This is an optimization exercise on Yosys and OpenROAD, whose aim is small area, a short achievable clock period and few clock cycles per item, not a production implementation. In this exercise RTL edits were held to simulation tests only and were not proved equivalent to the original.

`design.v`:
```
module gf_mul (
    input  wire       f10,
    input  wire [9:0] a,
    input  wire [9:0] b,
    output wire [9:0] p
);
    reg [18:0] c;
    integer i;
    always @(*) begin
        c = 19'd0;
        for (i = 0; i < 10; i = i + 1)
            if (b[i]) c = c ^ ({9'd0, a} << i);
    end
    wire [9:0] r10, r8;
    gf_red10 u_r10 (.c(c),        .r(r10));
    gf_red8  u_r8  (.c(c[14:0]),  .r(r8));
    assign p = f10 ? r10 : r8;
endmodule
module gf_sq (
    input  wire       f10,
    input  wire [9:0] x,
    output wire [9:0] y
);
    reg [18:0] c;
    integer i;
    always @(*) begin
        c = 19'd0;
        for (i = 0; i < 10; i = i + 1)
            c[2 * i] = x[i];
    end
    wire [9:0] r10, r8;
    gf_red10 u_r10 (.c(c),        .r(r10));
    gf_red8  u_r8  (.c(c[14:0]),  .r(r8));
    assign y = f10 ? r10 : r8;
endmodule
module gf_red10 (
    input  wire [18:0] c,
    output wire [9:0]  r
);
    reg [18:0] t;
    integer i;
    always @(*) begin
        t = c;
        for (i = 18; i >= 10; i = i - 1)
            if (t[i]) t = t ^ (19'h409 << (i - 10));
    end
    assign r = t[9:0];
endmodule
module gf_red8 (
    input  wire [14:0] c,
    output wire [9:0]  r
);
    reg [14:0] t;
    integer i;
    always @(*) begin
        t = c;
        for (i = 14; i >= 8; i = i - 1)
            if (t[i]) t = t ^ (15'h11B << (i - 8));
    end
    assign r = {2'b00, t[7:0]};
endmodule
module gf8_exp_lo (
    input  wire [3:0] addr,
    output wire [7:0] data
);
    wire [127:0] tab = 128'h3513F8A196722E1AFF5533110F050301;
    assign data = tab[8 * addr +: 8];
endmodule
module gf8_exp_hi (
    input  wire [3:0] addr,
    output wire [7:0] data
);
    wire [127:0] tab = 128'h391245FC9B9FC3FBFEB5834C53E55F01;
    assign data = tab[8 * addr +: 8];
endmodule
module gf8_log_rom (
    input  wire [7:0] addr,
    output wire [7:0] data
);
  wire new_n17, new_n18, new_n19, new_n20, new_n21, new_n22, new_n23,
    new_n24, new_n25, new_n26, new_n27, new_n28, new_n29, new_n30, new_n31,
    new_n32, new_n33, new_n34, new_n35, new_n36, new_n37, new_n38, new_n39,
    new_n40, new_n41, new_n42, new_n43, new_n44, new_n45, new_n46, new_n47,
    new_n48, new_n49, new_n50, new_n51, new_n52, new_n53, new_n54, new_n55,
    new_n56, new_n57, new_n58, new_n59, new_n60, new_n61, new_n62, new_n63,
    new_n64, new_n65, new_n66, new_n67, new_n68, new_n69, new_n70, new_n71,
    new_n72, new_n73, new_n74, new_n75, new_n76, new_n77, new_n78, new_n79,
    new_n80, new_n81, new_n82, new_n83, new_n84, new_n85, new_n86, new_n87,
    new_n88, new_n89, new_n90, new_n91, new_n92, new_n93, new_n94, new_n95,
    new_n96, new_n97, new_n98, new_n99, new_n100, new_n101, new_n102,
    new_n103, new_n104, new_n105, new_n106, new_n107, new_n108, new_n109,
    new_n110, new_n111, new_n112, new_n113, new_n114, new_n115, new_n116,
    new_n117, new_n118, new_n119, new_n120, new_n121, new_n122, new_n123,
    new_n124, new_n125, new_n126, new_n127, new_n128, new_n129, new_n130,
    new_n131, new_n132, new_n133, new_n134, new_n135, new_n136, new_n137,
    new_n138, new_n139, new_n140, new_n141, new_n142, new_n143, new_n144,
    new_n145, new_n146, new_n147, new_n148, new_n149, new_n150, new_n151,
    new_n152, new_n154, new_n155, new_n156, new_n157, new_n158, new_n159,
    new_n160, new_n161, new_n162, new_n163, new_n164, new_n165, new_n166,
    new_n167, new_n168, new_n169, new_n170, new_n171, new_n172, new_n173,
    new_n174, new_n175, new_n176, new_n177, new_n178, new_n179, new_n180,
    new_n181, new_n182, new_n183, new_n184, new_n185, new_n186, new_n187,
    new_n188, new_n189, new_n190, new_n191, new_n192, new_n193, new_n194,
    new_n195, new_n196, new_n197, new_n198, new_n199, new_n200, new_n201,
    new_n202, new_n203, new_n204, new_n205, new_n206, new_n207, new_n208,
    new_n209, new_n210, new_n211, new_n212, new_n213, new_n214, new_n215,
    new_n216, new_n217, new_n218, new_n219, new_n220, new_n221, new_n222,
    new_n223, new_n224, new_n225, new_n226, new_n227, new_n228, new_n229,
    new_n230, new_n231, new_n232, new_n233, new_n234, new_n235, new_n236,
    new_n237, new_n238, new_n239, new_n240, new_n241, new_n242, new_n243,
    new_n244, new_n245, new_n246, new_n247, new_n248, new_n249, new_n251,
    new_n252, new_n253, new_n254, new_n255, new_n256, new_n257, new_n258,
    new_n259, new_n260, new_n261, new_n262, new_n263, new_n264, new_n265,
    new_n266, new_n267, new_n268, new_n269, new_n270, new_n271, new_n272,
    new_n273, new_n274, new_n275, new_n276, new_n277, new_n278, new_n279,
    new_n280, new_n281, new_n282, new_n283, new_n284, new_n285, new_n286,
    new_n287, new_n288, new_n289, new_n290, new_n291, new_n292, new_n293,
    new_n294, new_n295, new_n296, new_n297, new_n298, new_n299, new_n300,
    new_n301, new_n302, new_n303, new_n304, new_n305, new_n306, new_n307,
    new_n308, new_n309, new_n310, new_n311, new_n312, new_n313, new_n314,
    new_n315, new_n316, new_n317, new_n318, new_n319, new_n320, new_n321,
    new_n322, new_n323, new_n324, new_n325, new_n326, new_n327, new_n328,
    new_n330, new_n331, new_n332, new_n333, new_n334, new_n335, new_n336,
    new_n337, new_n338, new_n339, new_n340, new_n341, new_n342, new_n343,
    new_n344, new_n345, new_n346, new_n347, new_n348, new_n349, new_n350,
    new_n351, new_n352, new_n353, new_n354, new_n355, new_n356, new_n357,
    new_n358, new_n359, new_n360, new_n361, new_n362, new_n363, new_n364,
    new_n365, new_n366, new_n367, new_n368, new_n369, new_n370, new_n371,
    new_n372, new_n373, new_n374, new_n375, new_n376, new_n377, new_n378,
    new_n379, new_n380, new_n381, new_n382, new_n383, new_n384, new_n385,
    new_n386, new_n387, new_n388, new_n389, new_n390, new_n391, new_n392,
    new_n393, new_n395, new_n396, new_n397, new_n398, new_n399, new_n400,
    new_n401, new_n402, new_n403, new_n404, new_n405, new_n406, new_n407,
    new_n408, new_n409, new_n410, new_n411, new_n412, new_n413, new_n414,
    new_n415, new_n416, new_n417, new_n418, new_n419, new_n420, new_n421,
    new_n422, new_n423, new_n424, new_n425, new_n426, new_n427, new_n428,
    new_n429, new_n430, new_n431, new_n432, new_n433, new_n434, new_n435,
    new_n436, new_n437, new_n438, new_n439, new_n440, new_n441, new_n442,
    new_n443, new_n444, new_n445, new_n446, new_n447, new_n448, new_n449,
    new_n450, new_n451, new_n453, new_n454, new_n455, new_n456, new_n457,
    new_n458, new_n459, new_n460, new_n461, new_n462, new_n463, new_n464,
    new_n465, new_n466, new_n467, new_n468, new_n469, new_n470, new_n471,
    new_n472, new_n473, new_n474, new_n475, new_n476, new_n477, new_n478,
    new_n479, new_n480, new_n481, new_n482, new_n483, new_n484, new_n485,
    new_n486, new_n487, new_n488, new_n489, new_n490, new_n491, new_n492,
    new_n493, new_n494, new_n495, new_n496, new_n497, new_n498, new_n499,
    new_n500, new_n501, new_n502, new_n503, new_n504, new_n505, new_n506,
    new_n507, new_n508, new_n509, new_n510, new_n511, new_n512, new_n513,
    new_n514, new_n516, new_n517, new_n518, new_n519, new_n520, new_n521,
    new_n522, new_n523, new_n524, new_n525, new_n526, new_n527, new_n528,
    new_n529, new_n530, new_n531, new_n532, new_n533, new_n534, new_n535,
    new_n536, new_n537, new_n538, new_n539, new_n540, new_n541, new_n542,
    new_n543, new_n544, new_n545, new_n546, new_n547, new_n548, new_n549,
    new_n550, new_n551, new_n552, new_n553, new_n554, new_n555, new_n556,
    new_n557, new_n558, new_n559, new_n560, new_n561, new_n562, new_n563,
    new_n564, new_n565, new_n566, new_n567, new_n568, new_n569, new_n570,
    new_n571, new_n572, new_n573, new_n574, new_n575, new_n576, new_n578,
    new_n579, new_n580, new_n581, new_n582, new_n583, new_n584, new_n585,
    new_n586, new_n587, new_n588, new_n589, new_n590, new_n591, new_n592,
    new_n593, new_n594, new_n595, new_n596, new_n597, new_n598, new_n599,
    new_n600, new_n601, new_n602, new_n603, new_n604, new_n605, new_n606,
    new_n607, new_n608, new_n609, new_n610, new_n611, new_n612, new_n613,
    new_n614, new_n615, new_n616, new_n617, new_n618, new_n619, new_n620,
    new_n621, new_n622, new_n623, new_n624, new_n625, new_n626, new_n627,
    new_n628, new_n629, new_n630, new_n631, new_n632, new_n633, new_n634;
  assign new_n17 = addr[0] & addr[1];
  assign new_n18 = addr[3] & ~new_n17;
  assign new_n19 = ~addr[1] & addr[2];
  assign new_n20 = new_n18 & ~new_n19;
  assign new_n21 = addr[1] & ~addr[2];
  assign new_n22 = new_n20 & ~new_n21;
  assign new_n23 = ~addr[2] & ~addr[3];
  assign new_n24 = addr[1] & new_n23;
  assign new_n25 = ~addr[3] & ~new_n21;
  assign new_n26 = ~addr[0] & ~addr[2];
  assign new_n27 = addr[0] & addr[2];
  assign new_n28 = ~new_n26 & ~new_n27;
  assign new_n29 = new_n25 & new_n28;
  assign new_n30 = ~new_n24 & ~new_n29;
  assign new_n31 = ~addr[0] & ~addr[1];
  assign new_n32 = ~new_n17 & ~new_n31;
  assign new_n33 = ~addr[0] & addr[2];
  assign new_n34 = ~addr[3] & ~new_n33;
  assign new_n35 = ~new_n32 & new_n34;
  assign new_n36 = ~new_n30 & ~new_n35;
  assign new_n37 = addr[4] & ~new_n36;
  assign new_n38 = ~new_n22 & new_n37;
  assign new_n39 = ~addr[2] & ~new_n31;
  assign new_n40 = new_n20 & ~new_n39;
  assign new_n41 = ~new_n18 & new_n39;
  assign new_n42 = ~addr[4] & ~new_n41;
  assign new_n43 = ~new_n40 & new_n42;
  assign new_n44 = ~addr[5] & ~new_n43;
  assign new_n45 = ~new_n38 & new_n44;
  assign new_n46 = ~addr[3] & ~new_n26;
  assign new_n47 = addr[1] & addr[2];
  assign new_n48 = addr[0] & ~addr[1];
  assign new_n49 = ~new_n47 & ~new_n48;
  assign new_n50 = new_n46 & new_n49;
  assign new_n51 = ~addr[4] & ~new_n50;
  assign new_n52 = addr[3] & ~new_n26;
  assign new_n53 = new_n32 & new_n52;
  assign new_n54 = new_n51 & ~new_n53;
  assign new_n55 = addr[2] & addr[3];
  assign new_n56 = addr[1] & new_n55;
  assign new_n57 = addr[4] & ~new_n56;
  assign new_n58 = addr[2] & ~addr[3];
  assign new_n59 = new_n17 & ~new_n58;
  assign new_n60 = ~addr[2] & addr[3];
  assign new_n61 = ~addr[1] & ~new_n60;
  assign new_n62 = ~new_n59 & ~new_n61;
  assign new_n63 = new_n57 & new_n62;
  assign new_n64 = addr[5] & ~new_n63;
  assign new_n65 = ~new_n54 & new_n64;
  assign new_n66 = ~new_n45 & ~new_n65;
  assign new_n67 = ~addr[7] & ~new_n66;
  assign new_n68 = addr[0] & addr[3];
  assign new_n69 = ~new_n21 & new_n68;
  assign new_n70 = addr[4] & ~new_n69;
  assign new_n71 = ~addr[1] & new_n60;
  assign new_n72 = new_n70 & ~new_n71;
  assign new_n73 = addr[0] & ~addr[2];
  assign new_n74 = ~addr[3] & ~new_n47;
  assign new_n75 = ~new_n73 & new_n74;
  assign new_n76 = new_n72 & ~new_n75;
  assign new_n77 = ~addr[4] & ~new_n55;
  assign new_n78 = addr[2] & new_n32;
  assign new_n79 = new_n46 & ~new_n78;
  assign new_n80 = new_n77 & ~new_n79;
  assign new_n81 = addr[5] & ~new_n80;
  assign new_n82 = ~new_n76 & new_n81;
  assign new_n83 = new_n48 & new_n58;
  assign new_n84 = new_n25 & ~new_n83;
  assign new_n85 = addr[4] & ~new_n84;
  assign new_n86 = addr[1] & addr[3];
  assign new_n87 = ~new_n26 & new_n86;
  assign new_n88 = new_n85 & ~new_n87;
  assign new_n89 = ~addr[0] & new_n74;
  assign new_n90 = ~addr[4] & ~new_n89;
  assign new_n91 = ~new_n52 & ~new_n86;
  assign new_n92 = new_n90 & new_n91;
  assign new_n93 = ~addr[5] & ~new_n92;
  assign new_n94 = ~new_n88 & new_n93;
  assign new_n95 = ~new_n82 & ~new_n94;
  assign new_n96 = addr[7] & ~new_n95;
  assign new_n97 = addr[6] & ~new_n96;
  assign new_n98 = ~new_n67 & new_n97;
  assign new_n99 = addr[3] & ~new_n28;
  assign new_n100 = ~addr[0] & addr[1];
  assign new_n101 = addr[3] & new_n100;
  assign new_n102 = ~new_n99 & ~new_n101;
  assign new_n103 = addr[4] & new_n102;
  assign new_n104 = ~new_n29 & new_n103;
  assign new_n105 = addr[3] & new_n28;
  assign new_n106 = ~new_n31 & new_n105;
  assign new_n107 = ~addr[4] & ~new_n86;
  assign new_n108 = ~addr[3] & ~new_n27;
  assign new_n109 = ~addr[0] & new_n47;
  assign new_n110 = new_n32 & ~new_n109;
  assign new_n111 = new_n108 & ~new_n110;
  assign new_n112 = new_n107 & ~new_n111;
  assign new_n113 = ~new_n106 & new_n112;
  assign new_n114 = ~new_n104 & ~new_n113;
  assign new_n115 = addr[5] & ~new_n114;
  assign new_n116 = ~addr[1] & ~addr[2];
  assign new_n117 = ~addr[3] & ~new_n116;
  assign new_n118 = ~new_n27 & ~new_n48;
  assign new_n119 = ~addr[4] & new_n118;
  assign new_n120 = ~new_n117 & new_n119;
  assign new_n121 = ~addr[5] & ~new_n120;
  assign new_n122 = new_n28 & new_n74;
  assign new_n123 = new_n61 & ~new_n68;
  assign new_n124 = ~new_n122 & new_n123;
  assign new_n125 = addr[4] & ~new_n59;
  assign new_n126 = ~new_n124 & new_n125;
  assign new_n127 = new_n121 & ~new_n126;
  assign new_n128 = addr[7] & ~new_n127;
  assign new_n129 = ~new_n115 & new_n128;
  assign new_n130 = ~new_n19 & ~new_n21;
  assign new_n131 = ~addr[0] & new_n130;
  assign new_n132 = addr[3] & new_n118;
  assign new_n133 = ~new_n130 & ~new_n132;
  assign new_n134 = ~new_n131 & ~new_n133;
  assign new_n135 = ~addr[4] & ~new_n134;
  assign new_n136 = addr[4] & ~new_n20;
  assign new_n137 = addr[1] & ~new_n28;
  assign new_n138 = new_n136 & ~new_n137;
  assign new_n139 = addr[5] & ~new_n138;
  assign new_n140 = ~new_n135 & new_n139;
  assign new_n141 = ~addr[4] & ~new_n24;
  assign new_n142 = new_n68 & ~new_n130;
  assign new_n143 = addr[3] & ~new_n142;
  assign new_n144 = new_n141 & ~new_n143;
  assign new_n145 = ~new_n31 & new_n58;
  assign new_n146 = new_n70 & ~new_n145;
  assign new_n147 = ~new_n144 & ~new_n146;
  assign new_n148 = ~addr[5] & ~new_n147;
  assign new_n149 = ~addr[7] & ~new_n148;
  assign new_n150 = ~new_n140 & new_n149;
  assign new_n151 = ~addr[6] & ~new_n150;
  assign new_n152 = ~new_n129 & new_n151;
  assign data[0] = ~new_n98 & ~new_n152;
  assign new_n154 = ~addr[1] & addr[3];
  assign new_n155 = ~addr[4] & ~new_n154;
  assign new_n156 = ~addr[3] & ~new_n83;
  assign new_n157 = ~new_n131 & new_n156;
  assign new_n158 = ~addr[3] & ~new_n157;
  assign new_n159 = new_n155 & ~new_n158;
  assign new_n160 = new_n18 & new_n39;
  assign new_n161 = addr[4] & ~new_n160;
  assign new_n162 = addr[0] & new_n74;
  assign new_n163 = addr[2] & ~new_n17;
  assign new_n164 = ~addr[3] & new_n163;
  assign new_n165 = ~new_n162 & ~new_n164;
  assign new_n166 = new_n161 & new_n165;
  assign new_n167 = ~addr[5] & ~new_n166;
  assign new_n168 = ~new_n159 & new_n167;
  assign new_n169 = addr[3] & ~new_n100;
  assign new_n170 = new_n49 & new_n169;
  assign new_n171 = ~addr[3] & ~new_n49;
  assign new_n172 = ~new_n170 & ~new_n171;
  assign new_n173 = ~addr[4] & ~new_n172;
  assign new_n174 = ~new_n27 & new_n154;
  assign new_n175 = addr[4] & ~new_n174;
  assign new_n176 = ~new_n157 & new_n175;
  assign new_n177 = addr[5] & ~new_n176;
  assign new_n178 = ~new_n173 & new_n177;
  assign new_n179 = ~addr[6] & ~new_n178;
  assign new_n180 = ~new_n168 & new_n179;
  assign new_n181 = ~new_n21 & ~new_n34;
  assign new_n182 = ~new_n52 & new_n181;
  assign new_n183 = ~new_n41 & ~new_n182;
  assign new_n184 = addr[4] & ~new_n183;
  assign new_n185 = ~new_n17 & new_n34;
  assign new_n186 = ~addr[4] & ~new_n185;
  assign new_n187 = new_n18 & ~new_n116;
  assign new_n188 = new_n186 & ~new_n187;
  assign new_n189 = ~addr[5] & ~new_n188;
  assign new_n190 = ~new_n184 & new_n189;
  assign new_n191 = addr[0] & ~addr[3];
  assign new_n192 = ~addr[2] & new_n191;
  assign new_n193 = ~new_n69 & ~new_n192;
  assign new_n194 = ~addr[0] & ~new_n19;
  assign new_n195 = new_n25 & new_n194;
  assign new_n196 = new_n193 & ~new_n195;
  assign new_n197 = addr[4] & ~new_n196;
  assign new_n198 = ~addr[0] & ~new_n116;
  assign new_n199 = ~addr[3] & ~new_n198;
  assign new_n200 = ~addr[4] & ~new_n71;
  assign new_n201 = ~new_n99 & new_n200;
  assign new_n202 = ~new_n199 & new_n201;
  assign new_n203 = ~new_n197 & ~new_n202;
  assign new_n204 = addr[5] & ~new_n203;
  assign new_n205 = addr[6] & ~new_n204;
  assign new_n206 = ~new_n190 & new_n205;
  assign new_n207 = ~new_n180 & ~new_n206;
  assign new_n208 = addr[7] & ~new_n207;
  assign new_n209 = ~new_n41 & new_n57;
  assign new_n210 = ~new_n69 & new_n209;
  assign new_n211 = new_n52 & ~new_n78;
  assign new_n212 = ~new_n116 & new_n191;
  assign new_n213 = ~addr[4] & ~new_n212;
  assign new_n214 = ~new_n211 & new_n213;
  assign new_n215 = ~addr[5] & ~new_n214;
  assign new_n216 = ~new_n210 & new_n215;
  assign new_n217 = ~addr[3] & ~new_n19;
  assign new_n218 = ~addr[0] & ~new_n25;
  assign new_n219 = new_n217 & ~new_n218;
  assign new_n220 = ~new_n164 & ~new_n174;
  assign new_n221 = new_n27 & ~new_n154;
  assign new_n222 = new_n220 & ~new_n221;
  assign new_n223 = ~new_n219 & new_n222;
  assign new_n224 = ~addr[4] & ~new_n223;
  assign new_n225 = ~new_n73 & new_n161;
  assign new_n226 = addr[5] & ~new_n225;
  assign new_n227 = ~new_n224 & new_n226;
  assign new_n228 = ~new_n216 & ~new_n227;
  assign new_n229 = addr[6] & ~new_n228;
  assign new_n230 = new_n32 & new_n34;
  assign new_n231 = new_n103 & ~new_n230;
  assign new_n232 = ~new_n58 & ~new_n60;
  assign new_n233 = addr[1] & ~new_n232;
  assign new_n234 = ~addr[4] & ~new_n233;
  assign new_n235 = ~addr[1] & new_n28;
  assign new_n236 = new_n232 & new_n235;
  assign new_n237 = new_n234 & ~new_n236;
  assign new_n238 = addr[5] & ~new_n237;
  assign new_n239 = ~new_n231 & new_n238;
  assign new_n240 = ~addr[2] & ~addr[4];
  assign new_n241 = ~new_n18 & new_n240;
  assign new_n242 = addr[1] & new_n191;
  assign new_n243 = addr[4] & ~new_n242;
  assign new_n244 = ~addr[5] & ~new_n243;
  assign new_n245 = ~new_n241 & new_n244;
  assign new_n246 = ~addr[6] & ~new_n245;
  assign new_n247 = ~new_n239 & new_n246;
  assign new_n248 = ~new_n229 & ~new_n247;
  assign new_n249 = ~addr[7] & ~new_n248;
  assign data[1] = ~new_n208 & ~new_n249;
  assign new_n251 = ~new_n58 & new_n137;
  assign new_n252 = ~addr[4] & ~new_n162;
  assign new_n253 = ~new_n251 & new_n252;
  assign new_n254 = ~new_n25 & ~new_n198;
  assign new_n255 = addr[4] & ~new_n254;
  assign new_n256 = new_n33 & ~new_n154;
  assign new_n257 = new_n255 & ~new_n256;
  assign new_n258 = ~addr[5] & ~new_n257;
  assign new_n259 = ~new_n253 & new_n258;
  assign new_n260 = ~new_n109 & new_n200;
  assign new_n261 = ~new_n28 & new_n217;
  assign new_n262 = new_n68 & ~new_n116;
  assign new_n263 = addr[5] & ~new_n262;
  assign new_n264 = ~new_n261 & new_n263;
  assign new_n265 = ~new_n260 & new_n264;
  assign new_n266 = ~new_n259 & ~new_n265;
  assign new_n267 = ~addr[6] & ~new_n266;
  assign new_n268 = addr[0] & new_n25;
  assign new_n269 = ~new_n105 & ~new_n268;
  assign new_n270 = addr[4] & ~new_n269;
  assign new_n271 = ~new_n32 & new_n52;
  assign new_n272 = ~new_n195 & new_n200;
  assign new_n273 = ~new_n271 & new_n272;
  assign new_n274 = addr[5] & ~new_n273;
  assign new_n275 = ~new_n270 & new_n274;
  assign new_n276 = ~addr[4] & ~new_n56;
  assign new_n277 = ~new_n122 & new_n276;
  assign new_n278 = ~addr[1] & ~addr[3];
  assign new_n279 = ~new_n48 & ~new_n278;
  assign new_n280 = new_n57 & new_n279;
  assign new_n281 = ~new_n277 & ~new_n280;
  assign new_n282 = ~addr[5] & ~new_n281;
  assign new_n283 = addr[6] & ~new_n282;
  assign new_n284 = ~new_n275 & new_n283;
  assign new_n285 = ~new_n267 & ~new_n284;
  assign new_n286 = addr[7] & ~new_n285;
  assign new_n287 = new_n47 & new_n191;
  assign new_n288 = ~new_n53 & ~new_n287;
  assign new_n289 = ~addr[4] & ~new_n288;
  assign new_n290 = ~addr[5] & ~new_n289;
  assign new_n291 = ~new_n55 & new_n100;
  assign new_n292 = addr[3] & ~new_n194;
  assign new_n293 = ~new_n291 & ~new_n292;
  assign new_n294 = addr[4] & new_n293;
  assign new_n295 = new_n290 & ~new_n294;
  assign new_n296 = ~new_n199 & ~new_n271;
  assign new_n297 = addr[4] & ~new_n296;
  assign new_n298 = new_n25 & ~new_n194;
  assign new_n299 = addr[1] & new_n68;
  assign new_n300 = new_n77 & ~new_n299;
  assign new_n301 = ~new_n298 & new_n300;
  assign new_n302 = addr[5] & ~new_n301;
  assign new_n303 = ~new_n297 & new_n302;
  assign new_n304 = ~new_n295 & ~new_n303;
  assign new_n305 = ~addr[6] & ~new_n304;
  assign new_n306 = ~addr[0] & new_n19;
  assign new_n307 = ~new_n137 & ~new_n306;
  assign new_n308 = ~new_n71 & new_n141;
  assign new_n309 = new_n307 & new_n308;
  assign new_n310 = new_n25 & ~new_n78;
  assign new_n311 = addr[4] & ~new_n261;
  assign new_n312 = addr[3] & new_n19;
  assign new_n313 = new_n311 & ~new_n312;
  assign new_n314 = ~new_n310 & new_n313;
  assign new_n315 = ~new_n309 & ~new_n314;
  assign new_n316 = addr[5] & ~new_n315;
  assign new_n317 = ~new_n83 & ~new_n218;
  assign new_n318 = new_n107 & new_n317;
  assign new_n319 = ~new_n55 & ~new_n132;
  assign new_n320 = addr[1] & new_n46;
  assign new_n321 = addr[4] & ~new_n320;
  assign new_n322 = new_n319 & new_n321;
  assign new_n323 = ~new_n318 & ~new_n322;
  assign new_n324 = ~addr[5] & ~new_n323;
  assign new_n325 = addr[6] & ~new_n324;
  assign new_n326 = ~new_n316 & new_n325;
  assign new_n327 = ~new_n305 & ~new_n326;
  assign new_n328 = ~addr[7] & ~new_n327;
  assign data[2] = ~new_n286 & ~new_n328;
  assign new_n330 = ~new_n19 & new_n132;
  assign new_n331 = ~addr[4] & ~new_n330;
  assign new_n332 = ~new_n142 & new_n331;
  assign new_n333 = ~new_n100 & new_n332;
  assign new_n334 = addr[4] & ~new_n132;
  assign new_n335 = ~new_n187 & new_n334;
  assign new_n336 = ~new_n212 & new_n335;
  assign new_n337 = ~addr[5] & ~new_n336;
  assign new_n338 = ~new_n333 & new_n337;
  assign new_n339 = addr[1] & ~new_n34;
  assign new_n340 = ~new_n73 & ~new_n339;
  assign new_n341 = new_n77 & ~new_n340;
  assign new_n342 = new_n57 & ~new_n230;
  assign new_n343 = addr[5] & ~new_n342;
  assign new_n344 = ~new_n341 & new_n343;
  assign new_n345 = ~addr[6] & ~new_n344;
  assign new_n346 = ~new_n338 & new_n345;
  assign new_n347 = new_n37 & ~new_n142;
  assign new_n348 = ~addr[4] & ~new_n100;
  assign new_n349 = new_n340 & new_n348;
  assign new_n350 = new_n121 & ~new_n349;
  assign new_n351 = ~new_n347 & new_n350;
  assign new_n352 = ~new_n117 & ~new_n142;
  assign new_n353 = new_n348 & ~new_n352;
  assign new_n354 = addr[4] & ~new_n26;
  assign new_n355 = ~new_n25 & new_n354;
  assign new_n356 = addr[5] & ~new_n355;
  assign new_n357 = ~new_n353 & new_n356;
  assign new_n358 = addr[6] & ~new_n357;
  assign new_n359 = ~new_n351 & new_n358;
  assign new_n360 = ~new_n346 & ~new_n359;
  assign new_n361 = ~addr[7] & ~new_n360;
  assign new_n362 = ~new_n145 & new_n332;
  assign new_n363 = new_n28 & new_n217;
  assign new_n364 = ~new_n299 & ~new_n363;
  assign new_n365 = new_n161 & new_n364;
  assign new_n366 = ~addr[5] & ~new_n365;
  assign new_n367 = ~new_n362 & new_n366;
  assign new_n368 = addr[3] & new_n110;
  assign new_n369 = ~addr[4] & ~new_n368;
  assign new_n370 = ~new_n320 & new_n369;
  assign new_n371 = ~new_n52 & ~new_n100;
  assign new_n372 = ~new_n75 & new_n371;
  assign new_n373 = addr[4] & ~new_n291;
  assign new_n374 = ~new_n372 & new_n373;
  assign new_n375 = addr[5] & ~new_n374;
  assign new_n376 = ~new_n370 & new_n375;
  assign new_n377 = ~new_n367 & ~new_n376;
  assign new_n378 = addr[6] & ~new_n377;
  assign new_n379 = ~new_n111 & ~new_n154;
  assign new_n380 = new_n161 & new_n379;
  assign new_n381 = ~new_n20 & ~new_n56;
  assign new_n382 = new_n186 & new_n381;
  assign new_n383 = ~addr[5] & ~new_n382;
  assign new_n384 = ~new_n380 & new_n383;
  assign new_n385 = ~new_n145 & ~new_n368;
  assign new_n386 = addr[4] & ~new_n385;
  assign new_n387 = ~new_n219 & new_n331;
  assign new_n388 = addr[5] & ~new_n387;
  assign new_n389 = ~new_n386 & new_n388;
  assign new_n390 = ~new_n384 & ~new_n389;
  assign new_n391 = ~addr[6] & ~new_n390;
  assign new_n392 = addr[7] & ~new_n391;
  assign new_n393 = ~new_n378 & new_n392;
  assign data[3] = ~new_n361 & ~new_n393;
  assign new_n395 = addr[3] & new_n163;
  assign new_n396 = ~new_n36 & ~new_n395;
  assign new_n397 = new_n90 & ~new_n396;
  assign new_n398 = new_n31 & ~new_n232;
  assign new_n399 = new_n209 & ~new_n398;
  assign new_n400 = ~new_n397 & ~new_n399;
  assign new_n401 = ~addr[5] & ~new_n400;
  assign new_n402 = ~new_n157 & new_n369;
  assign new_n403 = new_n311 & ~new_n330;
  assign new_n404 = addr[5] & ~new_n403;
  assign new_n405 = ~new_n402 & new_n404;
  assign new_n406 = ~new_n401 & ~new_n405;
  assign new_n407 = ~addr[7] & ~new_n406;
  assign new_n408 = new_n23 & ~new_n100;
  assign new_n409 = new_n335 & ~new_n408;
  assign new_n410 = ~new_n130 & ~new_n191;
  assign new_n411 = new_n77 & new_n410;
  assign new_n412 = ~addr[5] & ~new_n411;
  assign new_n413 = ~new_n409 & new_n412;
  assign new_n414 = ~new_n78 & new_n243;
  assign new_n415 = new_n39 & ~new_n68;
  assign new_n416 = new_n155 & ~new_n415;
  assign new_n417 = addr[5] & ~new_n416;
  assign new_n418 = ~new_n414 & new_n417;
  assign new_n419 = addr[7] & ~new_n418;
  assign new_n420 = ~new_n413 & new_n419;
  assign new_n421 = ~new_n407 & ~new_n420;
  assign new_n422 = addr[6] & ~new_n421;
  assign new_n423 = ~new_n50 & ~new_n75;
  assign new_n424 = ~addr[4] & ~new_n271;
  assign new_n425 = new_n423 & new_n424;
  assign new_n426 = addr[4] & ~new_n154;
  assign new_n427 = ~new_n53 & new_n426;
  assign new_n428 = ~new_n425 & ~new_n427;
  assign new_n429 = addr[5] & ~new_n428;
  assign new_n430 = addr[4] & new_n28;
  assign new_n431 = new_n364 & new_n430;
  assign new_n432 = ~addr[4] & new_n198;
  assign new_n433 = ~addr[5] & ~new_n432;
  assign new_n434 = ~new_n431 & new_n433;
  assign new_n435 = ~new_n429 & ~new_n434;
  assign new_n436 = ~addr[7] & ~new_n435;
  assign new_n437 = new_n30 & new_n72;
  assign new_n438 = new_n90 & new_n102;
  assign new_n439 = addr[5] & ~new_n438;
  assign new_n440 = ~new_n437 & new_n439;
  assign new_n441 = ~new_n48 & new_n58;
  assign new_n442 = ~new_n73 & ~new_n441;
  assign new_n443 = new_n155 & ~new_n442;
  assign new_n444 = ~addr[0] & new_n25;
  assign new_n445 = new_n70 & ~new_n444;
  assign new_n446 = ~new_n443 & ~new_n445;
  assign new_n447 = ~addr[5] & ~new_n446;
  assign new_n448 = addr[7] & ~new_n447;
  assign new_n449 = ~new_n440 & new_n448;
  assign new_n450 = ~new_n436 & ~new_n449;
  assign new_n451 = ~addr[6] & ~new_n450;
  assign data[4] = ~new_n422 & ~new_n451;
  assign new_n453 = ~new_n89 & ~new_n287;
  assign new_n454 = ~new_n26 & new_n154;
  assign new_n455 = new_n453 & ~new_n454;
  assign new_n456 = addr[4] & ~new_n455;
  assign new_n457 = new_n348 & new_n410;
  assign new_n458 = ~new_n456 & ~new_n457;
  assign new_n459 = ~addr[5] & ~new_n458;
  assign new_n460 = ~new_n107 & ~new_n234;
  assign new_n461 = new_n61 & ~new_n193;
  assign new_n462 = ~new_n218 & ~new_n461;
  assign new_n463 = ~new_n460 & ~new_n462;
  assign new_n464 = addr[4] & ~new_n235;
  assign new_n465 = ~new_n84 & new_n464;
  assign new_n466 = addr[5] & ~new_n465;
  assign new_n467 = ~new_n463 & new_n466;
  assign new_n468 = ~new_n459 & ~new_n467;
  assign new_n469 = ~addr[7] & ~new_n468;
  assign new_n470 = new_n243 & ~new_n262;
  assign new_n471 = ~addr[4] & ~new_n183;
  assign new_n472 = ~new_n470 & ~new_n471;
  assign new_n473 = ~addr[5] & ~new_n89;
  assign new_n474 = ~new_n472 & new_n473;
  assign new_n475 = ~new_n191 & new_n232;
  assign new_n476 = ~new_n17 & ~new_n475;
  assign new_n477 = ~addr[4] & ~new_n476;
  assign new_n478 = ~new_n35 & new_n70;
  assign new_n479 = addr[5] & ~new_n478;
  assign new_n480 = ~new_n477 & new_n479;
  assign new_n481 = addr[7] & ~new_n480;
  assign new_n482 = ~new_n474 & new_n481;
  assign new_n483 = ~new_n469 & ~new_n482;
  assign new_n484 = ~addr[6] & ~new_n483;
  assign new_n485 = ~addr[2] & ~new_n455;
  assign new_n486 = addr[4] & ~new_n78;
  assign new_n487 = ~new_n485 & new_n486;
  assign new_n488 = new_n107 & new_n220;
  assign new_n489 = addr[5] & ~new_n488;
  assign new_n490 = ~new_n487 & new_n489;
  assign new_n491 = new_n334 & new_n453;
  assign new_n492 = ~new_n298 & new_n319;
  assign new_n493 = new_n107 & ~new_n492;
  assign new_n494 = ~new_n491 & ~new_n493;
  assign new_n495 = ~addr[5] & ~new_n494;
  assign new_n496 = addr[7] & ~new_n495;
  assign new_n497 = ~new_n490 & new_n496;
  assign new_n498 = addr[4] & ~new_n395;
  assign new_n499 = ~new_n86 & ~new_n278;
  assign new_n500 = ~addr[2] & ~new_n499;
  assign new_n501 = new_n498 & ~new_n500;
  assign new_n502 = ~addr[4] & ~new_n278;
  assign new_n503 = ~new_n143 & new_n502;
  assign new_n504 = addr[5] & ~new_n503;
  assign new_n505 = ~new_n501 & new_n504;
  assign new_n506 = ~new_n48 & ~new_n339;
  assign new_n507 = new_n161 & ~new_n506;
  assign new_n508 = new_n51 & ~new_n299;
  assign new_n509 = ~addr[5] & ~new_n508;
  assign new_n510 = ~new_n507 & new_n509;
  assign new_n511 = ~addr[7] & ~new_n510;
  assign new_n512 = ~new_n505 & new_n511;
  assign new_n513 = addr[6] & ~new_n512;
  assign new_n514 = ~new_n497 & new_n513;
  assign data[5] = new_n484 | new_n514;
  assign new_n516 = ~addr[0] & ~new_n278;
  assign new_n517 = addr[4] & ~new_n47;
  assign new_n518 = ~new_n516 & new_n517;
  assign new_n519 = ~new_n299 & ~new_n306;
  assign new_n520 = ~new_n460 & new_n519;
  assign new_n521 = ~new_n518 & ~new_n520;
  assign new_n522 = ~addr[1] & new_n192;
  assign new_n523 = addr[5] & ~new_n522;
  assign new_n524 = ~new_n521 & new_n523;
  assign new_n525 = new_n136 & ~new_n157;
  assign new_n526 = ~new_n17 & new_n52;
  assign new_n527 = ~new_n108 & ~new_n526;
  assign new_n528 = ~addr[4] & ~new_n19;
  assign new_n529 = ~new_n46 & new_n528;
  assign new_n530 = ~new_n527 & new_n529;
  assign new_n531 = ~addr[5] & ~new_n530;
  assign new_n532 = ~new_n525 & new_n531;
  assign new_n533 = ~addr[6] & ~new_n532;
  assign new_n534 = ~new_n524 & new_n533;
  assign new_n535 = ~new_n36 & ~new_n142;
  assign new_n536 = ~addr[4] & ~new_n535;
  assign new_n537 = addr[5] & ~new_n527;
  assign new_n538 = ~new_n536 & new_n537;
  assign new_n539 = new_n193 & new_n317;
  assign new_n540 = new_n498 & ~new_n539;
  assign new_n541 = new_n107 & ~new_n441;
  assign new_n542 = ~addr[5] & ~new_n541;
  assign new_n543 = ~new_n540 & new_n542;
  assign new_n544 = addr[6] & ~new_n543;
  assign new_n545 = ~new_n538 & new_n544;
  assign new_n546 = ~new_n534 & ~new_n545;
  assign new_n547 = addr[7] & ~new_n546;
  assign new_n548 = addr[3] & new_n307;
  assign new_n549 = ~addr[4] & ~new_n287;
  assign new_n550 = ~new_n548 & new_n549;
  assign new_n551 = ~new_n169 & new_n311;
  assign new_n552 = ~addr[5] & ~new_n551;
  assign new_n553 = ~new_n550 & new_n552;
  assign new_n554 = addr[4] & ~new_n195;
  assign new_n555 = ~new_n106 & new_n554;
  assign new_n556 = ~new_n68 & new_n200;
  assign new_n557 = ~new_n310 & new_n556;
  assign new_n558 = addr[5] & ~new_n557;
  assign new_n559 = ~new_n555 & new_n558;
  assign new_n560 = ~addr[6] & ~new_n559;
  assign new_n561 = ~new_n553 & new_n560;
  assign new_n562 = ~new_n78 & new_n293;
  assign new_n563 = new_n276 & ~new_n562;
  assign new_n564 = ~new_n163 & new_n255;
  assign new_n565 = ~new_n563 & ~new_n564;
  assign new_n566 = ~addr[5] & ~new_n565;
  assign new_n567 = addr[4] & new_n423;
  assign new_n568 = ~addr[4] & ~new_n99;
  assign new_n569 = ~new_n164 & new_n568;
  assign new_n570 = ~new_n567 & ~new_n569;
  assign new_n571 = addr[5] & ~new_n101;
  assign new_n572 = ~new_n570 & new_n571;
  assign new_n573 = addr[6] & ~new_n572;
  assign new_n574 = ~new_n566 & new_n573;
  assign new_n575 = ~new_n561 & ~new_n574;
  assign new_n576 = ~addr[7] & ~new_n575;
  assign data[6] = ~new_n547 & ~new_n576;
  assign new_n578 = new_n141 & ~new_n287;
  assign new_n579 = new_n102 & new_n578;
  assign new_n580 = ~new_n21 & new_n373;
  assign new_n581 = ~new_n410 & new_n580;
  assign new_n582 = addr[5] & ~new_n581;
  assign new_n583 = ~new_n579 & new_n582;
  assign new_n584 = ~new_n31 & new_n442;
  assign new_n585 = addr[4] & ~new_n584;
  assign new_n586 = ~addr[4] & new_n163;
  assign new_n587 = ~new_n171 & new_n586;
  assign new_n588 = ~addr[5] & ~new_n587;
  assign new_n589 = ~new_n585 & new_n588;
  assign new_n590 = ~new_n583 & ~new_n589;
  assign new_n591 = addr[6] & ~new_n590;
  assign new_n592 = addr[3] & ~new_n307;
  assign new_n593 = new_n85 & ~new_n592;
  assign new_n594 = new_n218 & new_n499;
  assign new_n595 = ~addr[4] & ~new_n221;
  assign new_n596 = ~new_n594 & new_n595;
  assign new_n597 = addr[5] & ~new_n596;
  assign new_n598 = ~new_n593 & new_n597;
  assign new_n599 = addr[0] & ~new_n74;
  assign new_n600 = new_n464 & ~new_n599;
  assign new_n601 = ~addr[4] & new_n372;
  assign new_n602 = ~addr[5] & ~new_n601;
  assign new_n603 = ~new_n600 & new_n602;
  assign new_n604 = ~new_n598 & ~new_n603;
  assign new_n605 = ~addr[6] & ~new_n604;
  assign new_n606 = addr[7] & ~new_n605;
  assign new_n607 = ~new_n591 & new_n606;
  assign new_n608 = ~new_n86 & new_n194;
  assign new_n609 = addr[0] & new_n55;
  assign new_n610 = ~new_n23 & ~new_n609;
  assign new_n611 = ~new_n608 & new_n610;
  assign new_n612 = addr[4] & ~new_n611;
  assign new_n613 = ~new_n19 & ~new_n609;
  assign new_n614 = new_n51 & new_n613;
  assign new_n615 = addr[5] & ~new_n614;
  assign new_n616 = ~new_n612 & new_n615;
  assign new_n617 = ~new_n330 & new_n347;
  assign new_n618 = new_n181 & new_n348;
  assign new_n619 = ~addr[5] & ~new_n618;
  assign new_n620 = ~new_n617 & new_n619;
  assign new_n621 = ~new_n616 & ~new_n620;
  assign new_n622 = addr[6] & ~new_n621;
  assign new_n623 = ~new_n516 & ~new_n527;
  assign new_n624 = new_n136 & ~new_n623;
  assign new_n625 = new_n290 & ~new_n624;
  assign new_n626 = new_n70 & ~new_n100;
  assign new_n627 = ~new_n192 & new_n528;
  assign new_n628 = ~new_n160 & new_n627;
  assign new_n629 = ~new_n626 & ~new_n628;
  assign new_n630 = addr[5] & ~new_n629;
  assign new_n631 = ~addr[6] & ~new_n630;
  assign new_n632 = ~new_n625 & new_n631;
  assign new_n633 = ~addr[7] & ~new_n632;
  assign new_n634 = ~new_n622 & new_n633;
  assign data[7] = ~new_n607 & ~new_n634;
endmodule
module gf_alu (
    input  wire        clk,
    input  wire        rst,
    input  wire        start,
    input  wire [7:0]  op,
    input  wire [31:0] a,
    input  wire [31:0] b,
    output wire        ready,
    output reg         done,
    output wire [31:0] result,
    output reg         err,
    output wire [7:0]  errcode
);
    localparam [2:0] C_ADD  = 3'd0;    
    localparam [2:0] C_MUL  = 3'd1;    
    localparam [2:0] C_POW  = 3'd2;    
    localparam [2:0] C_LOOP = 3'd3;    
    localparam [2:0] C_ERRZ = 3'd4;    
    localparam [2:0] C_ILL  = 3'd5;    
    localparam [2:0] C_EXP  = 3'd6;    
    reg        errz;
    reg  [9:0] res;
    assign result  = {22'd0, res};
    assign errcode = {3'b000, err, 3'b000, errz};
    reg        v1;          
    reg  [2:0] cls;
    reg        f10;         
    reg  [9:0] p, q;        
    reg  [9:0] s;           
    reg  [9:0] c;           
    reg  [9:0] x;           
    reg  [1:0] cnt;         
    wire last    = (cls != C_POW) && !((cls == C_LOOP) && (cnt != 2'd0));
    assign ready = ~v1 | last;
    wire accept  = start & ready;
    wire       fin = op[5];                     
    wire [9:0] am  = {a[9:8] & {2{fin}}, a[7:0]};
    wire [9:0] bm  = {b[9:8] & {2{fin}}, b[7:0]};
    wire       a8z  = (a[7:0] == 8'd0);
    wire       a10z = a8z & (a[9:8] == 2'd0);
    wire [9:0] a2;
    gf_sq u_sqa (.f10(fin), .x(am), .y(a2));
    wire [7:0] log_a;
    gf8_log_rom u_log (.addr(a[7:0]), .data(log_a));
    wire [9:0] u10 = b[9:0], v10 = b[19:10], w10 = b[29:20], z10 = {8'd0, b[31:30]};
    wire [9:0] s10a = u10 ^ v10 ^ w10;
    wire [9:0] k10a = (u10 & v10) | (u10 & w10) | (v10 & w10);
    wire [9:0] c10a = {k10a[8:0], k10a[9]};
    wire [9:0] s10  = s10a ^ c10a ^ z10;
    wire [9:0] k10b = (s10a & c10a) | (s10a & z10) | (c10a & z10);
    wire [9:0] c10  = {k10b[8:0], k10b[9]};
    wire [7:0] u8 = b[7:0], v8 = b[15:8], w8 = b[23:16], z8 = b[31:24];
    wire [7:0] s8a = u8 ^ v8 ^ w8;
    wire [7:0] k8a = (u8 & v8) | (u8 & w8) | (v8 & w8);
    wire [7:0] c8a = {k8a[6:0], k8a[7]};
    wire [7:0] s8  = s8a ^ c8a ^ z8;
    wire [7:0] k8b = (s8a & c8a) | (s8a & z8) | (c8a & z8);
    wire [7:0] c8  = {k8b[6:0], k8b[7]};
    reg [2:0] cls_in;
    reg [9:0] p_in, q_in, s_in, c_in;
    always @(*) begin
        p_in = am;
        q_in = bm;
        s_in = fin ? s10 : {s8, 2'b00};
        c_in = fin ? c10 : {c8, 2'b00};
        case (op)
            8'h10, 8'h20: begin cls_in = C_ADD; p_in = am ^ bm; end
            8'h11, 8'h21: cls_in = C_MUL;
            8'h14: cls_in = C_EXP;
            8'h15: begin
                cls_in = a8z ? C_ERRZ : C_ADD;
                p_in   = {2'b00, log_a};
            end
            8'h12: begin
                cls_in = a8z ? C_ERRZ : C_EXP;
                p_in   = {2'b00, ~log_a};
            end
            8'h13, 8'h23: begin cls_in = C_POW; q_in = a2; end
            8'h22: begin
                cls_in = a10z ? C_ERRZ : C_POW;
                q_in   = a2;
                s_in   = 10'd1022;
                c_in   = 10'd0;
            end
            default: cls_in = C_ILL;
        endcase
    end
    wire       loop = (cls == C_LOOP);
    wire [9:0] p2, p4, x2;
    gf_sq u_sq1 (.f10(f10), .x(p),  .y(p2));
    gf_sq u_sq2 (.f10(f10), .x(p2), .y(p4));
    gf_sq u_sqx (.f10(f10), .x(x),  .y(x2));
    wire       texp = (cls == C_EXP);
    wire [7:0] exp_lo, exp_hi;
    gf8_exp_lo u_lo (.addr(p[3:0]), .data(exp_lo));
    gf8_exp_hi u_hi (.addr(p[7:4]), .data(exp_hi));
    wire [9:0] ma = loop ? p4 : texp ? {2'b00, exp_lo} : p;
    wire [9:0] mb = texp ? {2'b00, exp_hi} : q;
    wire [9:0] mp;
    gf_mul u_mul (.f10(f10), .a(ma), .b(mb), .p(mp));
    wire [10:0] es = {1'b0, s} + {1'b0, c};
    wire [9:0]  e  = es[9:0] + {7'd0, es[10] & ~f10, 1'b0, es[10] & f10};
    reg [9:0] p_first, q_first;
    always @(*) begin
        case (e[9:8])
            2'd0:    p_first = 10'd1;
            2'd1:    p_first = p;
            2'd2:    p_first = q;
            default: p_first = mp;
        endcase
        case (e[7:6])
            2'd0:    q_first = 10'd1;
            2'd1:    q_first = p;
            2'd2:    q_first = q;
            default: q_first = mp;
        endcase
    end
    reg [9:0] q_loop;
    always @(*) begin
        case (s[9:8])
            2'd0:    q_loop = 10'd1;
            2'd1:    q_loop = x;
            2'd2:    q_loop = x2;
            default: q_loop = c;
        endcase
    end
    always @(posedge clk) begin
        if (rst) begin
            v1   <= 1'b0;
            done <= 1'b0;
        end else begin
            done <= 1'b0;
            if (v1) begin
                if (last) begin
                    v1   <= 1'b0;
                    done <= 1'b1;
                    err  <= (cls == C_ERRZ) || (cls == C_ILL);
                    errz <= (cls == C_ERRZ);
                end
                case (cls)
                    C_ADD:  res <= p;
                    C_MUL, C_EXP: res <= mp;
                    C_POW: begin
                        x   <= p;
                        c   <= mp;
                        p   <= p_first;
                        q   <= q_first;
                        s   <= {e[5:0], 4'd0};
                        cnt <= f10 ? 2'd3 : 2'd2;
                        cls <= C_LOOP;
                    end
                    C_LOOP: begin
                        res <= mp;
                        p   <= mp;
                        q   <= q_loop;
                        s   <= {s[7:0], 2'b00};
                        cnt <= cnt - 2'd1;
                    end
                    default: res <= 10'd0;
                endcase
            end
            if (accept) begin
                v1  <= 1'b1;
                cls <= cls_in;
                f10 <= fin;
                p   <= p_in;
                q   <= q_in;
                s   <= s_in;
                c   <= c_in;
            end
        end
    end
endmodule
```
`run.sh`:
```
#!/bin/bash
# synth_recipe.tcl (not shown) runs the flow's synth.tcl, then flattens the netlist and writes it again
# the make line also repeats each setting of config.mk as NAME=value (left out here)
make -C /OpenROAD-flow-scripts/flow DESIGN_CONFIG=/design/flow/config.mk WORK_HOME=/design/flow/orfs CLKGATE_MAP_FILE= SYNTH_SCRIPT=/design/flow/synth_recipe.tcl finish
```
`config.mk`:
```
export PLATFORM = sky130hd
export DESIGN_NAME = gf_alu
export DESIGN_NICKNAME = gf_alu
export VERILOG_FILES = /design/flow/design.v
export SDC_FILE = /design/flow/constraint.sdc
export NUM_CORES = 4
export LEC_CHECK = 0
export CAP_MARGIN = 20
export CORE_MARGIN = 2
export CORE_UTILIZATION = 30
export SETUP_SLACK_MARGIN = 2.0
export SLEW_MARGIN = 20
```
`constraint.sdc`:
```
create_clock -name core_clock -period 7.0 [get_ports {clk}]
set_input_delay 1.4000 -clock core_clock [delete_from_list [all_inputs] [get_ports {clk}]]
set_output_delay 1.4000 -clock core_clock [all_outputs]
set_load 0.01 [all_outputs]
```
==> impl_metrics.xml, run 1 <==
<?xml version="1.0" encoding="UTF-8"?>
<metrics>
  <group name="outcome">
    <metric name="run_status" unit="">complete, no violations</metric>
  </group>
  <group name="cts">
    <metric name="clk_pin_slew" unit="ns">0.06</metric>
    <metric name="tritoncts" unit="">built</metric>
    <metric name="clk_path_buf_depth" unit="">2</metric>
    <metric name="worst_skew_pair.late_latency" unit="ns">0.33</metric>
    <metric name="cts_htree_levels" unit="">3</metric>
    <metric name="clock-sinks" unit="">70</metric>
    <metric name="cts-buffers-inserted" unit="">9</metric>
    <metric name="ctsRootBufferMaster" unit="">sky130_fd_sc_hd__clkbuf_16</metric>
  </group>
  <group name="setup_path">
    <metric name="kind_of_critical_path" unit="">in -&gt; reg</metric>
    <metric name="critPathRequiredTime" unit="ns">7.08</metric>
    <metric name="cp_common_cell" unit="">sky130_fd_sc_hd__mux2i_1</metric>
    <metric name="critPathMaxStageDelay" unit="ns">0.53</metric>
    <metric name="timing.rr.end" unit="">q[1]$_DFFE_PP_</metric>
    <metric name="cpMaxStageDelayCell" unit="">sky130_fd_sc_hd__inv_1</metric>
    <metric name="timing.reg2reg.worst_path_depth" unit="">16</metric>
    <metric name="start_kind" unit="">primary input</metric>
    <metric name="timing.critical_path.buf_inv" unit="">2</metric>
    <metric name="r2r_start" unit="">p[6]$_DFFE_PP_</metric>
    <metric name="ff2ff_setup_slack" unit="ns">2.23</metric>
    <metric name="worstPathArrival" unit="ns">4.86</metric>
    <metric name="timing.critical_path.fanout_max" unit="">29</metric>
    <metric name="crit_path_end_kind" unit="">flip-flop</metric>
    <metric name="cell_by_cell_listing_of_the_critical_path" unit="">buf_2 &gt; inv_1 &gt; ha_1 &gt; a211oi_1 &gt; o22ai_1 &gt; mux4_2 &gt; mux2i_1 &gt; mux2i_1 &gt; o31a_1</metric>
    <metric name="crit_family" unit="">buffers and inverters</metric>
  </group>
  <group name="min_path">
    <metric name="hold_end" unit="">cnt[0]$_DFFE_PP_</metric>
    <metric name="timing.hold.worst_path_depth" unit="">1</metric>
    <metric name="min-delay-path-class" unit="">reg -&gt; reg</metric>
    <metric name="worst_hold_startpoint" unit="">cnt[0]$_DFFE_PP_</metric>
  </group>
  <group name="floorplan">
    <metric name="floorplan.die.height" unit="um">198</metric>
    <metric name="ioPinCount" unit="">118</metric>
    <metric name="die_w" unit="um">198</metric>
    <metric name="die_outline_area" unit="mm2">0.0393</metric>
    <metric name="floorplan.core_area" unit="mm2">0.0374</metric>
    <metric name="placement_rows" unit="">71</metric>
    <metric name="start_util" unit="%">30.3</metric>
  </group>
  <group name="layout">
    <metric name="multi_input_area" unit="mm2">0.00861</metric>
    <metric name="layout-drive-gt1-share" unit="%">9.22</metric>
    <metric name="layout.filler_cells" unit="">3897</metric>
    <metric name="antenna-diode-count" unit="">0</metric>
    <metric name="utilization" unit="%">34.9</metric>
    <metric name="ff_latch_area" unit="mm2">0.00208</metric>
    <metric name="num-nets-final" unit="">1649</metric>
    <metric name="area_growth_syn_to_layout" unit="%">15.4</metric>
  </group>
  <group name="yosys">
    <metric name="synth_edf_count" unit="">68</metric>
    <metric name="yosysSeqAreaShare" unit="%">18.4</metric>
    <metric name="synth_top_cell_area_share" unit="%">18.0</metric>
    <metric name="synth-compound-area-share" unit="%">24.7</metric>
    <metric name="post_synth_num_cell_types" unit="">88</metric>
    <metric name="synth-adder-area-share" unit="%">10.9</metric>
    <metric name="avgSynthCellArea" unit="um2">7.75</metric>
    <metric name="yosys.area_share.simple" unit="%">19.8</metric>
    <metric name="synth_xor_area_share" unit="%">14.7</metric>
    <metric name="ys_ff_latch" unit="">70</metric>
    <metric name="combinational_family_with_the_most_area_after_synthesis" unit="">compound AO/OA/AOI/OAI gates</metric>
    <metric name="synth_cells" unit="">1461</metric>
    <metric name="largest_cells_by_area_after_synthesis" unit="">sky130_fd_sc_hd__edfxtp_1 (18%), sky130_fd_sc_hd__xnor2_1 (8.1%), sky130_fd_sc_hd__ha_1 (5.7%), sky130_fd_sc_hd__nor2_1 (5.6%), sky130_fd_sc_hd__a21oi_1 (5.2%)</metric>
    <metric name="synth.mux.area_fraction" unit="%">3.66</metric>
    <metric name="ys.flop_type" unit="">sky130_fd_sc_hd__edfxtp_1</metric>
    <metric name="post_synth_instance_area" unit="mm2">0.0113</metric>
    <metric name="area_leader_netlist" unit="">sky130_fd_sc_hd__edfxtp_1</metric>
    <metric name="netlist_top_cells_count" unit="">sky130_fd_sc_hd__nor2_1 (169), sky130_fd_sc_hd__nand2_1 (145), sky130_fd_sc_hd__a21oi_1 (117)</metric>
    <metric name="synth_warnings" unit="">5</metric>
    <metric name="most_instantiated_library_cell_after_synthesis" unit="">sky130_fd_sc_hd__nor2_1</metric>
    <metric name="async_flop_share" unit="%">0</metric>
  </group>
  <group name="sta">
    <metric name="fin_worst_skew" unit="ns">0.00628</metric>
    <metric name="summed_negative_setup_slack_over_all_endpoints" unit="ns">0</metric>
    <metric name="slew_violations" unit="">0</metric>
    <metric name="worst_slew_pin_tran" unit="ns">1.02</metric>
    <metric name="fin_crit_sh" unit="%">68.3</metric>
    <metric name="slew_headroom" unit="%">30.0</metric>
    <metric name="timing.final.hold_violations" unit="">0</metric>
    <metric name="clock.fmax" unit="MHz">209</metric>
    <metric name="timing.final.setup_violations" unit="">0</metric>
    <metric name="clock_period_minus_worst_slack" unit="ns">4.78</metric>
    <metric name="rsz0062_at_grt" unit="">true</metric>
  </group>
  <group name="placed_design">
    <metric name="place.port_buffers" unit="">67</metric>
    <metric name="routabilityCongestion" unit="">1.02</metric>
    <metric name="dp.final_hpwl" unit="um">31100</metric>
  </group>
  <group name="drt">
    <metric name="ant_nets" unit="">0</metric>
    <metric name="drc" unit="">0</metric>
    <metric name="first_pass_iteration_count_of_the_detailed_router" unit="">6</metric>
    <metric name="routedWlPerCell" unit="um">21.1</metric>
    <metric name="wirelength" unit="um">42300</metric>
    <metric name="vias_after_detailed_routing" unit="">11500</metric>
    <metric name="routed_via_density" unit="">5.75</metric>
    <metric name="first_iter_violations" unit="">1690</metric>
  </group>
  <group name="grt">
    <metric name="grt_pass1_vias" unit="">10700</metric>
    <metric name="grt_start_max_net_pins" unit="">53</metric>
    <metric name="global_route.usage.total" unit="%">21.0</metric>
    <metric name="initial_antenna_violation_count" unit="">0</metric>
    <metric name="grt_overflow" unit="">0</metric>
    <metric name="grt_pass1_wl" unit="um">63900</metric>
  </group>
  <group name="run">
    <metric name="maxCapViolCount" unit="">0</metric>
  </group>
</metrics>
[worst max path at each step]
stage                   start             end  slack, ns  cells past startpoint
2_1_floorplan  c[0]$_DFFE_PP_  q[0]$_DFFE_PP_       2.12                     20
3_3_place_gp             a[1]  p[1]$_DFFE_PP_       1.33                      9
3_5_place_dp   c[0]$_DFFE_PP_  p[1]$_DFFE_PP_       1.41                     19
4_1_cts                  a[1]  p[7]$_DFFE_PP_       2.01                     14
5_1_grt        c[0]$_DFFE_PP_  p[8]$_DFFE_PP_       1.95                     22
6_report                 a[3]  p[1]$_DFFE_PP_       2.22                      9
[state kept, by name, summed over array words and instances, names as in the netlist]
| signal | cells |
|---|---|
| q | 10 |
| f10 | 1 |
| v1 | 1 |
| p | 10 |
| s | 10 |
| done | 1 |
| x | 10 |
| cls | 3 |
| cnt | 2 |
| res | 10 |
| errz | 1 |
| err | 1 |
| c | 10 |
[layout by cell type (no fill, tap or decap), drive strengths merged, types with 11 or more instances in the layout]
| cell | count |
|---|---|
| nand2 | 145 |
| nor2b | 25 |
| o211ai | 20 |
| a221oi | 20 |
| a21oi | 117 |
| mux2i | 23 |
| inv | 61 |
| nand3 | 41 |
| edfxtp | 68 |
| a31oi | 18 |
| clkdlybuf4s50 | 64 |
| xnor3 | 18 |
| fa | 29 |
| clkbuf | 11 |
| ha | 52 |
| conb | 28 |
| o22ai | 16 |
| a211oi | 18 |
| nor2 | 171 |
| nor3 | 33 |
| o21ai | 113 |
| nand2b | 26 |
| xnor2 | 107 |
| xor2 | 29 |
| buf | 61 |
[logic make-up after synthesis]
group,after synthesis
AND/OR/NAND/NOR,491
AO/OA/AOI/OAI,432
XOR/XNOR,156
flip-flops,70
other,1
multiplexers,34
adder cells (fa/ha/maj),81
buffers and inverters,196
[worst reg2reg max path, cell delays in order, from the launching register on]
cell                       delay, ns
sky130_fd_sc_hd__edfxtp_1       0.36
sky130_fd_sc_hd__buf_4          0.24
sky130_fd_sc_hd__ha_1           0.44
sky130_fd_sc_hd__xor3_1         0.25
sky130_fd_sc_hd__mux2i_1        0.32
sky130_fd_sc_hd__a221oi_4       0.12
sky130_fd_sc_hd__buf_12         0.18
sky130_fd_sc_hd__nor2_2         0.10
sky130_fd_sc_hd__xnor3_1        0.31
sky130_fd_sc_hd__xnor3_1        0.37
sky130_fd_sc_hd__xnor3_2        0.50
sky130_fd_sc_hd__xor2_2         0.24
sky130_fd_sc_hd__xnor2_1        0.26
sky130_fd_sc_hd__xnor2_1        0.12
sky130_fd_sc_hd__mux2_2         0.36
sky130_fd_sc_hd__nand2b_4       0.17
sky130_fd_sc_hd__a221oi_2       0.26
[routing by layer]
| metal | part of all wire (%) | track usage, % | up-vias |
|---|---|---|---|
| met5 | 0 | 0 | - |
| met4 | 4.1 | 7.74 | 0 |
| met3 | 8.2 | 2.76 | 128 |
| met2 | 45 | 33.7 | 692 |
| met1 | 42 | 28.9 | 5488 |
| li1 | - | - | 5235 |
[final cells by class]
cell class	instances	area share, %
Multi-Input combinational cell	1222	65.9
Sequential cell	70	15.9
Timing Repair Buffer	127	8.89
Tap cell	511	4.89
Inverter	63	1.84
Clock buffer	9	1.72
Clock inverter	6	0.852
[per-stage QoR]
step / std cells / area [um2] / hold slack (ns) / worst slack, ns
after floorplan: 1488 / 11400 / 0.421 / 2.12
after global placement: 1961 / 12300 / 0.581 / 1.33
after detailed placement: 1961 / 12300 / 0.595 / 1.41
after CTS: 1986 / 12800 / 0.604 / 2.01
after global routing: 2008 / 13100 / 0.616 / 1.95
final: 2008 / 13100 / 0.594 / 2.22
[what timing repair did]
item | 4_1_cts | 5_1_grt
setup buffers | 10 | 22
resized for setup | 16 | 15
endpoints found under the setup margin | 44 | 50
hold buffers | 0 | 0
pin swaps | 1 | 6
Testbench counts, summed over its fixed seeds: cycles 4,818, items 3,200.
==> run 2, diff against run 1 <==
--- a/config.mk
+++ b/config.mk
@@ -10,3 +10,3 @@
 export CORE_UTILIZATION = 30
-export SETUP_SLACK_MARGIN = 2.0
+export SETUP_SLACK_MARGIN = 2.4
 export SLEW_MARGIN = 20
==> impl_metrics.xml, run 2 <==
<?xml version="1.0" encoding="UTF-8"?>
<metrics>
  <group name="sta">
    <metric name="timing.final.hold_violations" unit="">0</metric>
    <metric name="worst_slew_pin_tran" unit="ns">1.23</metric>
    <metric name="setup_ws" unit="ns">2.41</metric>
    <metric name="fin_crit_sh" unit="%">65.5</metric>
    <metric name="rsz0062_at_grt" unit="">true</metric>
    <metric name="slew_headroom" unit="%">17.5</metric>
    <metric name="slew_violations" unit="">0</metric>
    <metric name="clock.fmax" unit="MHz">218</metric>
  </group>
  <group name="drt">
    <metric name="drc" unit="">0</metric>
    <metric name="first_iter_violations" unit="">1501</metric>
    <metric name="vias_after_detailed_routing" unit="">11700</metric>
    <metric name="first_pass_iteration_count_of_the_detailed_router" unit="">6</metric>
    <metric name="ant_nets" unit="">0</metric>
    <metric name="wirelength" unit="um">43600</metric>
    <metric name="routedWlPerCell" unit="um">21.4</metric>
  </group>
  <group name="yosys">
    <metric name="yosysSeqAreaShare" unit="%">18.4</metric>
    <metric name="largest_cells_by_area_after_synthesis" unit="">sky130_fd_sc_hd__edfxtp_1 (18%), sky130_fd_sc_hd__xnor2_1 (8.1%), sky130_fd_sc_hd__ha_1 (5.7%), sky130_fd_sc_hd__nor2_1 (5.6%), sky130_fd_sc_hd__a21oi_1 (5.2%)</metric>
    <metric name="synth_cells" unit="">1461</metric>
    <metric name="most_instantiated_library_cell_after_synthesis" unit="">sky130_fd_sc_hd__nor2_1</metric>
    <metric name="ys.flop_type" unit="">sky130_fd_sc_hd__edfxtp_1</metric>
    <metric name="synth_top_cell_area_share" unit="%">18.0</metric>
    <metric name="netlist_top_cells_count" unit="">sky130_fd_sc_hd__nor2_1 (169), sky130_fd_sc_hd__nand2_1 (145), sky130_fd_sc_hd__a21oi_1 (117)</metric>
    <metric name="synth_warnings" unit="">5</metric>
    <metric name="post_synth_num_cell_types" unit="">88</metric>
    <metric name="synth_edf_count" unit="">68</metric>
    <metric name="ys_ff_latch" unit="">70</metric>
    <metric name="post_synth_instance_area" unit="mm2">0.0113</metric>
    <metric name="avgSynthCellArea" unit="um2">7.75</metric>
    <metric name="async_flop_share" unit="%">0</metric>
    <metric name="area_leader_netlist" unit="">sky130_fd_sc_hd__edfxtp_1</metric>
  </group>
  <group name="outcome">
    <metric name="run_status" unit="">complete, no violations</metric>
  </group>
  <group name="setup_path">
    <metric name="worstPathArrival" unit="ns">4.63</metric>
    <metric name="crit_path_end_kind" unit="">flip-flop</metric>
    <metric name="timing.critical_path.fanout_max" unit="">8</metric>
    <metric name="critPathRequiredTime" unit="ns">7.04</metric>
    <metric name="start_kind" unit="">flip-flop</metric>
  </group>
  <group name="grt">
    <metric name="grt_start_max_net_pins" unit="">54</metric>
    <metric name="grt_pass1_wl" unit="um">65300</metric>
    <metric name="grt_pass1_vias" unit="">11000</metric>
    <metric name="initial_antenna_violation_count" unit="">0</metric>
    <metric name="grt_overflow" unit="">0</metric>
  </group>
  <group name="cts">
    <metric name="cts_htree_levels" unit="">3</metric>
    <metric name="clock-sinks" unit="">70</metric>
    <metric name="ctsRootBufferMaster" unit="">sky130_fd_sc_hd__clkbuf_16</metric>
    <metric name="cts-buffers-inserted" unit="">9</metric>
    <metric name="clk_pin_slew" unit="ns">0.06</metric>
    <metric name="tritoncts" unit="">built</metric>
  </group>
  <group name="layout">
    <metric name="layout.filler_cells" unit="">3892</metric>
    <metric name="fin_cells" unit="">2036</metric>
    <metric name="area_growth_syn_to_layout" unit="%">19.6</metric>
    <metric name="antenna-diode-count" unit="">0</metric>
    <metric name="layout-drive-gt1-share" unit="%">13.6</metric>
    <metric name="layout_common_cells" unit="">sky130_fd_sc_hd__nor2_1 (164), sky130_fd_sc_hd__nand2_1 (145), sky130_fd_sc_hd__a21oi_1 (108)</metric>
    <metric name="ff_latch_area" unit="mm2">0.00208</metric>
    <metric name="final_design_area_no_fill" unit="mm2">0.0135</metric>
    <metric name="multi_input_area" unit="mm2">0.00893</metric>
    <metric name="most_common_cell_after_layout_fill_and_taps_aside" unit="">sky130_fd_sc_hd__nor2_1</metric>
    <metric name="num-nets-final" unit="">1676</metric>
  </group>
  <group name="floorplan">
    <metric name="floorplan.core_area" unit="mm2">0.0374</metric>
    <metric name="die_outline_area" unit="mm2">0.0393</metric>
    <metric name="ioPinCount" unit="">118</metric>
    <metric name="floorplan.die.height" unit="um">198</metric>
    <metric name="start_util" unit="%">30.3</metric>
    <metric name="placement_rows" unit="">71</metric>
  </group>
  <group name="placed_design">
    <metric name="routabilityCongestion" unit="">1.04</metric>
    <metric name="place.port_buffers" unit="">67</metric>
    <metric name="dp.final_hpwl" unit="um">31700</metric>
  </group>
  <group name="min_path">
    <metric name="min-delay-path-class" unit="">reg -&gt; reg</metric>
  </group>
  <group name="run">
    <metric name="maxCapViolCount" unit="">0</metric>
  </group>
</metrics>
## run 2: area by class of cell
type,count,share of cell area (%)
multi-input cells,1222,65.9
flip-flops and latches,70,15.4
repair buffers,154,10.3
well taps,511,4.72
inverters,63,1.80
clock buffers,11,1.72
clock inverters,5,0.194
## run 2: worst max-delay path, cell delays in order, from the launching register on
cell	delay, ns
sky130_fd_sc_hd__edfxtp_1	0.44
sky130_fd_sc_hd__ha_4	0.20
sky130_fd_sc_hd__fa_2	0.36
sky130_fd_sc_hd__a21o_1	0.21
sky130_fd_sc_hd__a21oi_2	0.17
sky130_fd_sc_hd__o21bai_1	0.11
sky130_fd_sc_hd__a21oi_2	0.16
sky130_fd_sc_hd__o21bai_1	0.12
sky130_fd_sc_hd__a21oi_2	0.19
sky130_fd_sc_hd__o21bai_1	0.12
sky130_fd_sc_hd__a21oi_2	0.18
sky130_fd_sc_hd__nor2_2	0.08
sky130_fd_sc_hd__ha_4	0.30
sky130_fd_sc_hd__a31oi_4	0.08
sky130_fd_sc_hd__nor3b_2	0.22
sky130_fd_sc_hd__nand3_1	0.14
sky130_fd_sc_hd__nand3b_1	0.25
sky130_fd_sc_hd__xnor2_2	0.21
sky130_fd_sc_hd__xnor2_2	0.18
sky130_fd_sc_hd__buf_12	0.17
sky130_fd_sc_hd__buf_8	0.12
sky130_fd_sc_hd__a31oi_4	0.18
sky130_fd_sc_hd__o22ai_2	0.10
## run 2: metrics by stage
stage / util [%] / hold slack (ns)
after floorplan: - / 0.421
after global placement: 33.0 / 0.587
after detailed placement: 33.0 / 0.594
after CTS: 34.9 / 0.602
after global routing: 36.2 / 0.659
final: 36.2 / 0.603
## run 2: cells by family after synthesis
group	count (synthesis)	synth area share, %
other	1	0.0331
multiplexers	34	3.66
AND/OR/NAND/NOR	491	19.8
flip-flops	70	18.4
buffers and inverters	196	7.92
AO/OA/AOI/OAI	432	24.7
adder cells (fa/ha/maj)	81	10.9
XOR/XNOR	156	14.7
## run 2: path summary, 6_finish.rpt
| check | start | to | slack (ns) | depth (start not counted) |
|---|---|---|---|---|
| setup / recovery | c[0]$_DFFE_PP_ | p[8]$_DFFE_PP_ | 2.41 | 22 |
| hold reg to reg | cnt[0]$_DFFE_PP_ | cnt[0]$_DFFE_PP_ | 0.60 | 1 |
| setup reg to reg | c[0]$_DFFE_PP_ | p[8]$_DFFE_PP_ | 2.41 | 22 |
| hold / removal | cnt[0]$_DFFE_PP_ | cnt[0]$_DFFE_PP_ | 0.60 | 1 |
## run 2: metal layers
layer / wire length, um / GRT usage [%] / vias to the layer above
li1: - / - / 5293
met1: 17800 / 28.7 / 5541
met2: 19900 / 34.8 / 692
met3: 4110 / 3.36 / 128
met4: 1790 / 8.74 / 0
met5: 0 / 0 / -
## run 2: repair_timing
action / CTS / global route
setup buffers: 32 / 21
hold buffers: 0 / 0
gates resized for setup: 39 / 62
gates cloned: 0 / 0
pin swaps: 12 / 28
setup endpoints to repair: 60 / 51

==> static timing again, ports no longer ideal <==
In the flow no input, the clock included, has a driving cell. The finished layouts below were timed again as built, in two steps. Step 1, drivers: a clkbuf_16 drives clk and a buf_2 each remaining input, both assumed. Step 2 also shifts input and output timing later by t, the mid clock arrival at the registers, as if the neighbouring blocks saw the same clock. a / b / c = ideal ports / drivers / drivers and shift; a / b = the first two.
run | t, ns | slack for setup (ns) | worst setup path after step 2 | clock arrival spread, ns | worst register clock-pin slew, ns
run 1 | 0.362 | 2.221 / 2.229 / 1.868 | input to register | 0.007 / 0.006 | 0.06 / 0.06
run 2 | 0.369 | 2.412 / 2.412 / 2.080 | input to register | 0.010 / 0.009 | 0.06 / 0.06
After both steps setup and hold are still met in every run listed. The setup slack of run 1, which loses most, moves by +0.008 ns with the drivers and by -0.353 ns with both steps.
